From an optimization exercise on the open Yosys and OpenROAD flow, aimed at small area and few clock cycles; shortcuts taken in it are not production practice.
Function was checked by simulation only, so behaviour that the tests miss may differ from the original.
No activity file was given, so power comes from the tool's default toggle rates.

==> design.v <==
module mcb_enc #(
    parameter N_PRE  = 32,
    parameter N_POST = 4
) (
    input  wire        clk,
    input  wire        rst,
    input  wire        start,
    input  wire [1:0]  kind,       
    input  wire [7:0]  arg,        
    input  wire [15:0] t_half,     
    input  wire [15:0] amp,        
    output wire        busy,
    output wire        smp_valid,
    input  wire        smp_ready,
    output wire [15:0] smp_data
);
    localparam K_PRE = 2'd0, K_BIT = 2'd1, K_BYTE = 2'd2, K_POST = 2'd3;
    reg [7:0]  halves;     
    reg [15:0] scnt;       
    reg [9:0]  sh;         
    reg        pre;        
    reg        post;       
    assign busy      = (halves != 8'd0);
    assign smp_valid = busy;
    wire cur_bit    = pre ? 1'b1 : sh[0];
    wire first_half = ~halves[0];           
    wire high_level = cur_bit ^ first_half;
    wire [15:0] neg_amp = (~amp) + 16'd1;
    assign smp_data = post ? 16'd0 : (high_level ? amp : neg_amp);
    always @(posedge clk) begin
        if (rst) begin
            halves <= 8'd0;
            scnt   <= 16'd0;
            pre    <= 1'b0;
            post   <= 1'b0;
        end else if (start) begin
            scnt <= 16'd0;
            pre  <= (kind == K_PRE);
            post <= (kind == K_POST);
            case (kind)
                K_PRE:  halves <= 2 * N_PRE;
                K_BIT:  begin halves <= 8'd2;  sh <= {9'd0, arg[0]}; end
                K_BYTE: begin halves <= 8'd20; sh <= {1'b1, arg, 1'b0}; end
                default: halves <= N_POST;
            endcase
        end else if (busy && smp_ready) begin
            if (scnt == t_half - 16'd1) begin
                scnt   <= 16'd0;
                halves <= halves - 8'd1;
                if (!first_half)
                    sh <= {1'b0, sh[9:1]};
            end else begin
                scnt <= scnt + 16'd1;
            end
        end
    end
endmodule
module mcb_top #(
    parameter N_PRE          = 32,
    parameter N_POST         = 4,
    parameter N_LOCK         = 16,
    parameter N_OUT          = 2,
    parameter T_MIN          = 1,
    parameter T_MAX          = 32767,
    parameter MAX_SEARCH     = 65536,
    parameter A_DEFAULT      = 24576,
    parameter MINVOL_DEFAULT = 2048
) (
    input  wire        clk,
    input  wire        rst,
    input  wire        cmd_valid,
    output wire        cmd_ready,
    input  wire [31:0] cmd_data,
    output wire        smp_valid,
    input  wire        smp_ready,
    output wire [15:0] smp_data,
    output reg         byte_valid,
    input  wire        byte_ready,
    output reg  [7:0]  byte_data,
    output reg         rd_valid,
    input  wire        rd_ready,
    output reg  [31:0] rd_data,
    output wire        irq
);
    localparam [2:0] S_IDLE = 3'd0, S_ONSET = 3'd1, S_CLOCK = 3'd2, S_SYNC = 3'd3,
                     S_DATA = 3'd4, S_DONE = 3'd5, S_FAIL = 3'd6;
    localparam [1:0] LV_NONE = 2'd0, LV_L = 2'd1, LV_H = 2'd2;
    localparam [2:0] E_CONFIG = 3'd1, E_CLOCK = 3'd2, E_DESYNC = 3'd3,
                     E_FRAMING = 3'd4, E_CMD = 3'd5;
    localparam [31:0] SAT = 32'hFFFF_FFFF;
    reg [2:0]  dstate;
    reg [5:0]  errflags;
    reg [2:0]  cause;
    reg [31:0] esmp, ebyte, cmdcnt;
    reg [15:0] enc_t, enc_a, minvol;
    reg [1:0]  ctrl;
    reg [31:0] smpcnt;
    reg [15:0] nf, thr, clk_t;
    reg [31:0] bitcnt, bytecnt, skipcnt;
    reg        be;
    reg [15:0] mv;
    reg [1:0]  lvl;
    reg [31:0] cnt, ncnt;
    reg        xs;
    reg [4:0]  bufn;
    reg [1:0]  outl;
    reg        ph;           
    reg [3:0]  nb;
    reg [9:0]  sh;
    reg        partial;
    reg [32*N_LOCK-1:0] buf_q;        
    wire       enc_busy;
    reg        enc_start;
    reg [1:0]  enc_kind;
    mcb_enc #(.N_PRE(N_PRE), .N_POST(N_POST)) u_enc (
        .clk(clk), .rst(rst),
        .start(enc_start), .kind(enc_kind), .arg(cmd_data[7:0]),
        .t_half(enc_t), .amp(enc_a), .busy(enc_busy),
        .smp_valid(smp_valid), .smp_ready(smp_ready), .smp_data(smp_data)
    );
    assign cmd_ready = !enc_busy && (!rd_valid || rd_ready) && (!byte_valid || byte_ready);
    wire accept = cmd_valid && cmd_ready;
    assign irq = ctrl[1] && ((errflags != 6'd0) || dstate == S_DONE || dstate == S_FAIL);
    wire [31:0] w   = cmd_data;
    wire [7:0]  op  = w[31:24];
    wire [7:0]  a   = w[23:16];
    wire [15:0] imm = w[15:0];
    wire c_nop    = (w == 32'h0000_0000);
    wire c_srst   = (w == 32'h0100_0000);
    wire c_wr     = (op == 8'h02);
    wire c_rd     = (op == 8'h03) && (imm == 16'd0);
    wire c_epre   = (w == 32'h1000_0000);
    wire c_ebit   = (w[31:1] == 31'h0880_0000);
    wire c_ebyte  = (w[31:8] == 24'h12_0000);
    wire c_epost  = (w == 32'h1300_0000);
    wire c_dstart = (w == 32'h2000_0000);
    wire c_dsmp   = (op == 8'h21) && (a == 8'h00);
    wire c_dend   = (w == 32'h2200_0000);
    wire c_fsbit  = (w[31:1] == 31'h1180_0000);
    wire c_fsend  = (w == 32'h2400_0000);
    wire c_enc    = c_epre | c_ebit | c_ebyte | c_epost;
    function [31:0] sat_inc;
        input [31:0] v;
        sat_inc = (v == SAT) ? SAT : v + 32'd1;
    endfunction
    reg        rd_mapped;
    reg [31:0] rd_value;
    wire [31:0] status_word = {25'd0, be, (skipcnt != 32'd0), partial, (clk_t != 16'd0), dstate};
    always @* begin
        rd_mapped = 1'b1;
        rd_value  = 32'd0;
        case (a)
            8'h00: rd_value = 32'h4D43_0100;
            8'h01: rd_value = status_word;
            8'h02: rd_value = {26'd0, errflags};
            8'h03: rd_value = {29'd0, cause};
            8'h04: rd_value = esmp;
            8'h05: rd_value = ebyte;
            8'h06: rd_value = sat_inc(cmdcnt);    
            8'h10: rd_value = {16'd0, enc_t};
            8'h11: rd_value = {16'd0, enc_a};
            8'h12: rd_value = {16'd0, minvol};
            8'h13: rd_value = {30'd0, ctrl};
            8'h20: rd_value = smpcnt;
            8'h21: rd_value = {16'd0, nf};
            8'h22: rd_value = {16'd0, thr};
            8'h23: rd_value = {16'd0, clk_t};
            8'h24: rd_value = bitcnt;
            8'h25: rd_value = bytecnt;
            8'h26: rd_value = skipcnt;
            default: rd_mapped = 1'b0;
        endcase
    end
    reg [2:0]  n_dstate;
    reg [5:0]  n_errflags;
    reg [2:0]  n_cause;
    reg [31:0] n_esmp, n_ebyte, n_cmdcnt;
    reg [15:0] n_enc_t, n_enc_a, n_minvol;
    reg [1:0]  n_ctrl;
    reg [31:0] n_smpcnt;
    reg [15:0] n_nf, n_thr, n_clk_t;
    reg [31:0] n_bitcnt, n_bytecnt, n_skipcnt;
    reg        n_be;
    reg [15:0] n_mv;
    reg [1:0]  n_lvl;
    reg [31:0] n_cnt, n_ncnt;
    reg        n_xs;
    reg [4:0]  n_bufn;
    reg [1:0]  n_outl;
    reg        n_ph;
    reg [3:0]  n_nb;
    reg [9:0]  n_sh;
    reg        n_partial;
    reg [32*N_LOCK-1:0] n_buf;
    reg        n_byte_valid;
    reg [7:0]  n_byte_data;
    reg        n_rd_valid;
    reg [31:0] n_rd_data;
    reg        n_reset;
    reg        raise_en;
    reg [2:0]  raise_code;
    reg [15:0] s;
    reg [16:0] mag;
    reg [1:0]  cls;
    reg [31:0] d;
    reg [31:0] med;
    reg [33:0] diff;
    reg        consistent;
    reg        do_insert, do_restart;
    reg [N_LOCK-1:0] gt;
    reg [31:0] lock_m;
    reg        lng, bitv, smp_done;
    reg        push_en, push_b;
    reg        finish_en, desync_en;
    reg [16:0] thr17;
    reg [17:0] t2, t3, t5;
    reg [33:0] d2, c2;
    reg [32:0] ebsum;
    integer    i;
    task do_raise;
        input [2:0] code;
        begin
            raise_en   = 1'b1;
            raise_code = code;
        end
    endtask
    always @* begin
        n_dstate   = dstate;   n_errflags = errflags; n_cause  = cause;
        n_esmp     = esmp;     n_ebyte    = ebyte;    n_cmdcnt = cmdcnt;
        n_enc_t    = enc_t;    n_enc_a    = enc_a;    n_minvol = minvol;
        n_ctrl     = ctrl;     n_smpcnt   = smpcnt;
        n_nf       = nf;       n_thr      = thr;      n_clk_t  = clk_t;
        n_bitcnt   = bitcnt;   n_bytecnt  = bytecnt;  n_skipcnt = skipcnt;
        n_be       = be;       n_mv       = mv;
        n_lvl      = lvl;      n_cnt      = cnt;      n_ncnt   = ncnt;
        n_xs       = xs;       n_bufn     = bufn;     n_outl   = outl;
        n_ph       = ph;       n_nb       = nb;       n_sh     = sh;
        n_partial  = partial;
        n_buf = buf_q;
        n_byte_valid = byte_valid && !byte_ready;
        n_byte_data  = byte_data;
        n_rd_valid   = rd_valid && !rd_ready;
        n_rd_data    = rd_data;
        n_reset      = 1'b0;
        enc_start    = 1'b0;
        enc_kind     = 2'd0;
        raise_en = 1'b0; raise_code = 3'd0;
        s = imm; mag = 17'd0; cls = LV_NONE; d = 32'd0; med = 32'd0; diff = 34'd0;
        consistent = 1'b0; do_insert = 1'b0; do_restart = 1'b0; lock_m = 32'd0;
        lng = 1'b0; bitv = 1'b0; smp_done = 1'b0;
        push_en = 1'b0; push_b = 1'b0; finish_en = 1'b0; desync_en = 1'b0;
        gt = {N_LOCK{1'b0}};
        thr17 = {1'b0, thr};
        t2 = {2'b0, clk_t} << 1;
        t3 = {2'b0, clk_t} + ({2'b0, clk_t} << 1);
        t5 = {2'b0, clk_t} + ({2'b0, clk_t} << 2);
        d2 = 34'd0; c2 = 34'd0;
        ebsum = 33'd0;
        if (accept) begin
            n_cmdcnt = sat_inc(cmdcnt);
            if (c_nop) begin
            end else if (c_srst) begin
                n_reset = 1'b1;
            end else if (c_wr) begin
                case (a)
                    8'h10: if (imm[15] == 1'b0 && imm >= T_MIN && imm <= T_MAX) n_enc_t = imm;
                           else do_raise(E_CONFIG);
                    8'h11: if (imm[15] == 1'b0 && imm != 16'd0) n_enc_a = imm;
                           else do_raise(E_CONFIG);
                    8'h12: if (imm[15] == 1'b0 && imm != 16'd0) n_minvol = imm;
                           else do_raise(E_CONFIG);
                    8'h13: n_ctrl = imm[1:0];
                    8'h02: n_errflags = errflags & ~(imm[5:0] & 6'b111110);
                    default: do_raise(E_CMD);
                endcase
            end else if (c_rd) begin
                n_rd_valid = 1'b1;
                n_rd_data  = rd_mapped ? rd_value : 32'd0;
                if (!rd_mapped) do_raise(E_CMD);
            end else if (c_enc) begin
                if (enc_t == 16'd0) begin
                    do_raise(E_CONFIG);
                end else if (!(c_epost && N_POST == 0)) begin
                    enc_start = 1'b1;
                    enc_kind  = c_epre ? 2'd0 : c_ebit ? 2'd1 : c_ebyte ? 2'd2 : 2'd3;
                end
            end else if (c_dstart) begin
                n_smpcnt = 32'd0; n_nf = 16'd0; n_thr = 16'd0; n_clk_t = 16'd0;
                n_bitcnt = 32'd0; n_bytecnt = 32'd0; n_skipcnt = 32'd0;
                n_lvl = LV_NONE; n_cnt = 32'd0; n_ncnt = 32'd0; n_xs = 1'b0;
                n_bufn = 5'd0; n_outl = 2'd0; n_ph = 1'b0; n_nb = 4'd0; n_partial = 1'b0;
                n_errflags = errflags & ~6'b011100;
                n_be = ctrl[0];
                n_mv = minvol;
                n_dstate = S_ONSET;
            end else if (c_dsmp) begin
                if (dstate == S_IDLE) begin
                    do_raise(E_CMD);
                end else if (dstate == S_DONE || dstate == S_FAIL) begin
                end else if ((dstate == S_ONSET || dstate == S_CLOCK) && smpcnt >= MAX_SEARCH) begin
                    do_raise(E_CLOCK);
                    n_dstate = S_FAIL;
                end else begin
                    mag = s[15] ? ({1'b0, ~s} + 17'd1) : {1'b0, s};
                    if (dstate == S_ONSET) begin
                        if (mag < {1'b0, mv}) begin
                            if (mag[15:0] > nf) n_nf = mag[15:0];
                        end else begin
                            thr17 = ({1'b0, nf} << 1) > {1'b0, mv} ? ({1'b0, nf} << 1) : {1'b0, mv};
                            n_thr = thr17[15:0];
                            n_dstate = S_CLOCK;
                        end
                    end
                    if (!s[15] && mag >= thr17)
                        cls = LV_H;
                    else if (s[15] && mag >= thr17)
                        cls = LV_L;
                    else
                        cls = LV_NONE;
                    if (n_dstate == S_CLOCK) begin
                        if (cls == LV_NONE) begin
                            if (lvl != LV_NONE) n_cnt = sat_inc(cnt);
                        end else if (lvl == LV_NONE) begin
                            n_lvl = cls; n_cnt = 32'd1;
                        end else if (cls == lvl) begin
                            n_cnt = sat_inc(cnt);
                        end else begin
                            d = cnt;
                            n_lvl = cls; n_cnt = 32'd1;
                            if (!xs) begin
                                n_xs = 1'b1;
                            end else begin
                                if (bufn == 5'd0) begin
                                    do_restart = 1'b1;
                                end else begin
                                    med = buf_q[32*((bufn - 5'd1) >> 1) +: 32];
                                    diff = (d >= med) ? ({2'b0, d} - {2'b0, med}) : ({2'b0, med} - {2'b0, d});
                                    consistent = ((diff << 1) <= {2'b0, med});
                                    if (consistent) begin
                                        do_insert = 1'b1;
                                    end else if (outl + 2'd1 >= N_OUT) begin
                                        do_restart = 1'b1;
                                    end else begin
                                        n_outl = outl + 2'd1;
                                    end
                                end
                                if (do_restart) begin
                                    n_buf[31:0] = d; n_bufn = 5'd1; n_outl = 2'd0;
                                end
                                if (do_insert) begin
                                    for (i = 0; i < N_LOCK; i = i + 1)
                                        gt[i] = (i >= bufn) || (buf_q[32*i +: 32] > d);
                                    for (i = 0; i < N_LOCK; i = i + 1) begin
                                        if (gt[i]) begin
                                            if (i > 0 && gt[i-1]) n_buf[32*i +: 32] = buf_q[32*(i-1) +: 32];
                                            else                  n_buf[32*i +: 32] = d;
                                        end
                                    end
                                    n_bufn = bufn + 5'd1; n_outl = 2'd0;
                                end
                                if (n_bufn == N_LOCK) begin
                                    lock_m = n_buf[32*((N_LOCK - 1) / 2) +: 32];
                                    if (lock_m >= T_MIN && lock_m <= T_MAX) begin
                                        n_clk_t  = lock_m[15:0];
                                        n_dstate = S_SYNC;
                                        n_ncnt   = 32'd0;
                                    end else begin
                                        n_bufn = 5'd0; n_outl = 2'd0;
                                    end
                                end
                            end
                        end
                    end else if (dstate == S_SYNC || dstate == S_DATA) begin
                        if (cls == LV_NONE) begin
                            n_ncnt = sat_inc(ncnt);
                            n_cnt  = sat_inc(cnt);
                            if ({2'b0, n_ncnt} > {16'd0, t2}) finish_en = 1'b1;
                        end else if (cls == lvl) begin
                            n_ncnt = 32'd0;
                            n_cnt  = sat_inc(cnt);
                            c2 = {2'b0, n_cnt} << 1;
                            if (c2 > {16'd0, t5}) desync_en = 1'b1;
                        end else begin
                            d = cnt;
                            n_ncnt = 32'd0; n_lvl = cls; n_cnt = 32'd1;
                            d2 = {2'b0, d} << 1;
                            if (d2 < {18'd0, clk_t} || d2 > {16'd0, t5}) begin
                                desync_en = 1'b1;
                            end else begin
                                lng  = (d2 >= {16'd0, t3});
                                bitv = (cls == LV_H);
                                if (dstate == S_SYNC) begin
                                    if (lng) begin
                                        n_dstate = S_DATA; n_ph = 1'b0;
                                        push_en = 1'b1; push_b = bitv;
                                    end
                                end else if (ph == 1'b0) begin
                                    if (lng) begin push_en = 1'b1; push_b = bitv; end
                                    else n_ph = 1'b1;
                                end else begin
                                    if (lng) desync_en = 1'b1;
                                    else begin n_ph = 1'b0; push_en = 1'b1; push_b = bitv; end
                                end
                            end
                        end
                        if (push_en) n_bitcnt = sat_inc(bitcnt);
                    end
                    smp_done = 1'b1;
                end
            end else if (c_dend) begin
                if (dstate == S_IDLE) do_raise(E_CMD);
                else if (dstate == S_ONSET || dstate == S_CLOCK) begin
                    do_raise(E_CLOCK);
                    n_dstate = S_FAIL;
                end else if (dstate == S_SYNC || dstate == S_DATA)
                    finish_en = 1'b1;
            end else if (c_fsbit) begin
                if (dstate == S_IDLE) do_raise(E_CMD);
                else if (dstate != S_DONE && dstate != S_FAIL) begin
                    push_en = 1'b1; push_b = w[0];
                end
            end else if (c_fsend) begin
                if (dstate == S_IDLE) do_raise(E_CMD);
                else if (dstate != S_DONE && dstate != S_FAIL)
                    finish_en = 1'b1;
            end else begin
                do_raise(E_CMD);    
            end
            if (push_en) begin
                n_sh[nb] = push_b;
                if (nb == 4'd9) begin
                    n_nb = 4'd0;
                    if (n_sh[0] == 1'b0 && n_sh[9] == 1'b1) begin
                        n_byte_valid = 1'b1;
                        n_byte_data  = n_sh[8:1];
                        n_bytecnt    = sat_inc(bytecnt);
                    end else begin
                        do_raise(E_FRAMING);
                        if (be) begin
                            n_skipcnt = sat_inc(skipcnt); n_partial = 1'b1;
                        end else begin
                            n_dstate = S_FAIL;
                        end
                    end
                end else begin
                    n_nb = nb + 4'd1;
                end
            end
            if (finish_en) begin
                if (nb != 4'd0) begin
                    n_nb = 4'd0;
                    do_raise(E_FRAMING);
                    if (be) begin
                        n_skipcnt = sat_inc(skipcnt); n_partial = 1'b1; n_dstate = S_DONE;
                    end else begin
                        n_dstate = S_FAIL;
                    end
                end else begin
                    n_dstate = S_DONE;
                end
            end
            if (desync_en) begin
                do_raise(E_DESYNC);
                if (be && bytecnt != 32'd0) begin
                    n_partial = 1'b1; n_dstate = S_DONE;
                end else begin
                    n_dstate = S_FAIL;
                end
            end
            if (smp_done) n_smpcnt = sat_inc(smpcnt);
            if (raise_en) begin
                n_errflags = n_errflags | (6'd1 << raise_code);
                n_cause    = raise_code;
                n_esmp     = smpcnt;
                ebsum      = {1'b0, bytecnt} + {1'b0, skipcnt};
                n_ebyte    = ebsum[32] ? SAT : ebsum[31:0];
            end
        end
    end
    always @(posedge clk) begin
        if (rst || n_reset) begin
            dstate <= S_IDLE; errflags <= 6'd0; cause <= 3'd0;
            esmp <= 32'd0; ebyte <= 32'd0; cmdcnt <= 32'd0;
            enc_t <= 16'd0; enc_a <= A_DEFAULT; minvol <= MINVOL_DEFAULT; ctrl <= 2'd0;
            smpcnt <= 32'd0; nf <= 16'd0; thr <= 16'd0; clk_t <= 16'd0;
            bitcnt <= 32'd0; bytecnt <= 32'd0; skipcnt <= 32'd0;
            be <= 1'b0; mv <= 16'd0; lvl <= LV_NONE; cnt <= 32'd0; ncnt <= 32'd0;
            xs <= 1'b0; bufn <= 5'd0; outl <= 2'd0; ph <= 1'b0; nb <= 4'd0; partial <= 1'b0;
        end else begin
            dstate <= n_dstate; errflags <= n_errflags; cause <= n_cause;
            esmp <= n_esmp; ebyte <= n_ebyte; cmdcnt <= n_cmdcnt;
            enc_t <= n_enc_t; enc_a <= n_enc_a; minvol <= n_minvol; ctrl <= n_ctrl;
            smpcnt <= n_smpcnt; nf <= n_nf; thr <= n_thr; clk_t <= n_clk_t;
            bitcnt <= n_bitcnt; bytecnt <= n_bytecnt; skipcnt <= n_skipcnt;
            be <= n_be; mv <= n_mv; lvl <= n_lvl; cnt <= n_cnt; ncnt <= n_ncnt;
            xs <= n_xs; bufn <= n_bufn; outl <= n_outl; ph <= n_ph; nb <= n_nb; partial <= n_partial;
        end
    end
    always @(posedge clk) begin
        if (rst) begin
            byte_valid <= 1'b0;
            rd_valid   <= 1'b0;
        end else begin
            byte_valid <= n_byte_valid;
            rd_valid   <= n_rd_valid;
        end
        byte_data <= n_byte_data;
        rd_data   <= n_rd_data;
    end
    always @(posedge clk) begin
        buf_q <= n_buf;
        sh <= n_sh;
    end
endmodule
==> run.sh <==
#!/bin/bash
# synth_recipe.tcl (not shown) runs the flow's synth.tcl, then flattens the netlist and writes it again
# the make line also repeats each setting of config.mk as NAME=value (left out here)
make -C /OpenROAD-flow-scripts/flow DESIGN_CONFIG=/design/flow/config.mk WORK_HOME=/design/flow/orfs CLKGATE_MAP_FILE= SYNTH_SCRIPT=/design/flow/synth_recipe.tcl finish
==> config.mk <==
export PLATFORM = sky130hd
export DESIGN_NAME = mcb_top
export DESIGN_NICKNAME = mcb_top
export VERILOG_FILES = /design/flow/design.v
export SDC_FILE = /design/flow/constraint.sdc
export NUM_CORES = 4
export LEC_CHECK = 0
export CAP_MARGIN = 20
export CORE_MARGIN = 2
export CORE_UTILIZATION = 40
export SLEW_MARGIN = 20
==> constraint.sdc <==
create_clock -name core_clock -period 16.0 [get_ports {clk}]
set_input_delay 3.2000 -clock core_clock [delete_from_list [all_inputs] [get_ports {clk}]]
set_output_delay 3.2000 -clock core_clock [all_outputs]
set_load 0.01 [all_outputs]
==> results.ini <==
[synth]
syn_inst=8144
syn_nets=9035
syn_area_mm2=0.0770
synth_cell_types=105
synth_ff_type=edfxtp_1
ys_ff_latch=1031
synth_top_area_share_pct=22.3
avgSynthCellArea_um2=9.45
synthTopCellsByArea=edfxtp_1 22%, ha_1 14%, dfxtp_1 12%
synth_warnings=4
synth.largest_area_cell=edfxtp_1
synthArstFlopShare_pct=0
synth-edff-count=572
synth-seq-area-share_pct=34.3

[drt]
drt_iter0_markers=9070
wirelength_mm=302
highest_layer=met5
route.met3.wl_mm=32.4
drc=0
ant_nets=0
vias=68700
detail_route.wl_per_cell_um=28.2
wl_met1_mm=128
avgViaCountPerCell=6.42
dr_wl_met2_mm=128
dr.pass1.iters=11

[power]
p_per_area_mw_per_mm2=68.8
p_leak_uw=0.0304
cellInternalPower_uw=4500
p_sw_uw=1360
p_sw_share_pct=23.2
peakVddDrop_mv=0.0950
total_power_uw=5860
p_seq_share_pct=47.4
clock_power_share_pct=50.0
pwr-share-comb_pct=2.6

[timing]
fin_tns_setup_ns=0
tightest_slew_ns=1.17
slew_headroom_pct=21.0
finalSetupViolCount=0
period_share_pct=82.8
rsz0062_at_grt=no
layout_setup_ws_ns=2.76
hold_viol_final=0
slew_viol_final=0
finalClockSkew_ns=0.0962
period_minus_slack_ns=13.24
fmax_mhz=75.5

[clock_network]
cts_tree=yes
htreeDepth=3
cts.root.buffer_cell=clkbuf_16
numClockSinks=1031
cts_hold_buffers=0
clock_latency_ns=0.83
clk_pin_slew_worst_paths_ns=0.06
numCtsBuffers=120
post_cts_buffers=0
ctsResizeCount=0
clockBufferDepth=3

[finish]
area_growth_pct=10.7
layout_common_cells=847 x ha_1, 662 x nand2_1, 628 x a21oi_1
top_register=buf_q
fin_util_pct=44.4
fin_nets=8961
drive_gt1_share_pct=12.7
largest_reg_flops=512
final_common_cell=ha_1

[place]
post-place-ws_ns=2.03
dp_hpwl_mm=225
portBuffers=98
place.gp.congestion=0.999

[critical_path]
cp_max_fo=34
reg2reg_depth=31
critPathArrivalTime_ns=13.85
slowest_delay_ns=0.98
crit_slowest_cell=clkinv_1
critPathLaunch=cmd_data[3]
crit_path_start_kind=input pin
reg2reg_from=bufn[1]
worst_setup_path_end_kind=flip-flop
crit_type=input pin to flip-flop
cp.required_ns=16.60

[floorplan]
coreArea_mm2=0.192
die_h_um=443
die_w_um=443
die_area_mm2=0.196
rows=161
ios=99
initial_core_util_pct=40.1

[hold_path]
hp-start=esmp[20]
hold_depth=2
hold_class=flip-flop to flip-flop

[global_route]
grt_max_degree=198
grt_pass1_wl_mm=441
antenna_found_initial=17
grt_pass1_vias=65000
grt_overflow_total=0
globalRouteTotalUtil_pct=29.7

[job]
cap_violations=0

[outcome]
status=no timing/DRC/antenna violations

[through the flow]
stage / area, um^2 / hold slack [ns] / std cells
finish: 85200 / 0.459 / 10700
floorplan: 77000 / 0.425 / 8144
detailed placement: 81000 / 0.447 / 10500
CTS: 85100 / 0.458 / 10700
global placement: 81000 / 0.438 / 10500
global route: 85200 / 0.482 / 10700
[per-layer routing]
layer	vias up	track usage (%)
met3	637	7.09
li1	30600	-
met2	3617	44.2
met1	33800	41.1
met5	-	0
met4	18	12.4
[power groups by stage]
stage	combinational (uW)	sequential (uW)	clock, uW
6_report	153	2780	2930
5_1_grt	163	2780	3050
4_1_cts	150	2780	2950
3_5_place_dp	149	2830	0
3_3_place_gp	149	2830	0
2_1_floorplan	93.0	2830	0
[cell type report]
type                            count  area, um^2
Inverter                          240         901
Timing Repair Buffer              280        2410
Antenna cell                        6        15.0
Tap cell                         2526        3160
Clock buffer                      176        3440
Sequential cell                  1031       26400
Fill cell                       18300      107000
Clock inverter                     51         672
Multi-Input combinational cell   6397       48300
[final timing paths]
check	end	slack, ns
setup / recovery	bytecnt[24]	2.76
hold reg to reg	esmp[20]	0.46
setup reg to reg	ncnt[27]	3.41
hold / removal	esmp[20]	0.46
[cells by family after synthesis]
| family | after synthesis | share of synthesized area (%) |
|---|---|---|
| AND/OR/NAND/NOR | 2460 | 15.8 |
| multiplexers | 774 | 12.8 |
| adder cells (fa/ha/maj) | 853 | 13.9 |
| AO/OA/AOI/OAI | 2091 | 17.1 |
| XOR/XNOR | 218 | 2.49 |
| buffers and inverters | 716 | 3.59 |
| flip-flops | 1031 | 34.3 |
| other | 1 | 0.00487 |
[cell usage after synthesis (all sizes together) (37+ instances only)]
cell,number
nand2,664
o31ai,47
nor2b,112
a21o,191
nand2b,86
and3,120
or3,54
nand3,216
nor4,76
a211oi,48
and4,37
mux2i,223
inv,237
nor2,559
a22o,46
o21ai,538
xnor2,131
dfxtp,459
xor2,87
o21a,122
a22oi,95
a21oi,638
buf,72
clkbuf,404
nor3,169
ha,848
mux2,423
o211ai,37
edfxtp,572
a31oi,49
nand4,233
mux4,128
[critical path: cells and delay by family]
family          cells  cell delay, ns
simple gates       14            3.96
compound gates      8            3.24
buf+inv             3            1.97
fa+ha+maj           2            0.66
mux                 1            0.45
xor+xnor            1            0.32
Testbench counts, summed over its fixed seeds: cycles 124,112.

==> port drivers added, routing unchanged <==
Ports are ideal in the flow. The routed layout listed here was re-timed in OpenROAD.
Step 1 (the two cells are an assumption about what drives the block):
set clk [get_ports {clk}]
set_driving_cell -lib_cell sky130_fd_sc_hd__clkbuf_16 $clk
set_driving_cell -lib_cell sky130_fd_sc_hd__buf_2 [delete_from_list [all_inputs] $clk]
Step 2, shift: input delay + t, output delay - t, t = (earliest + latest rising clock arrival at the registers) / 2. This alone moves slack from input paths to output paths.
Three values: ideal, step 1, step 2; two values: the first two.
t (ns): 0.872
slack for setup (ns): 2.757 / 2.816 / 1.944
clock arrival spread, ns: 0.098 / 0.098
worst register clock-pin slew, ns: 0.07 / 0.07
cell pins on the clock port's net: 1
After both steps setup and hold are still met in this run. For this run, drivers alone change the setup slack by +0.059 ns; drivers and shift together by -0.813 ns.
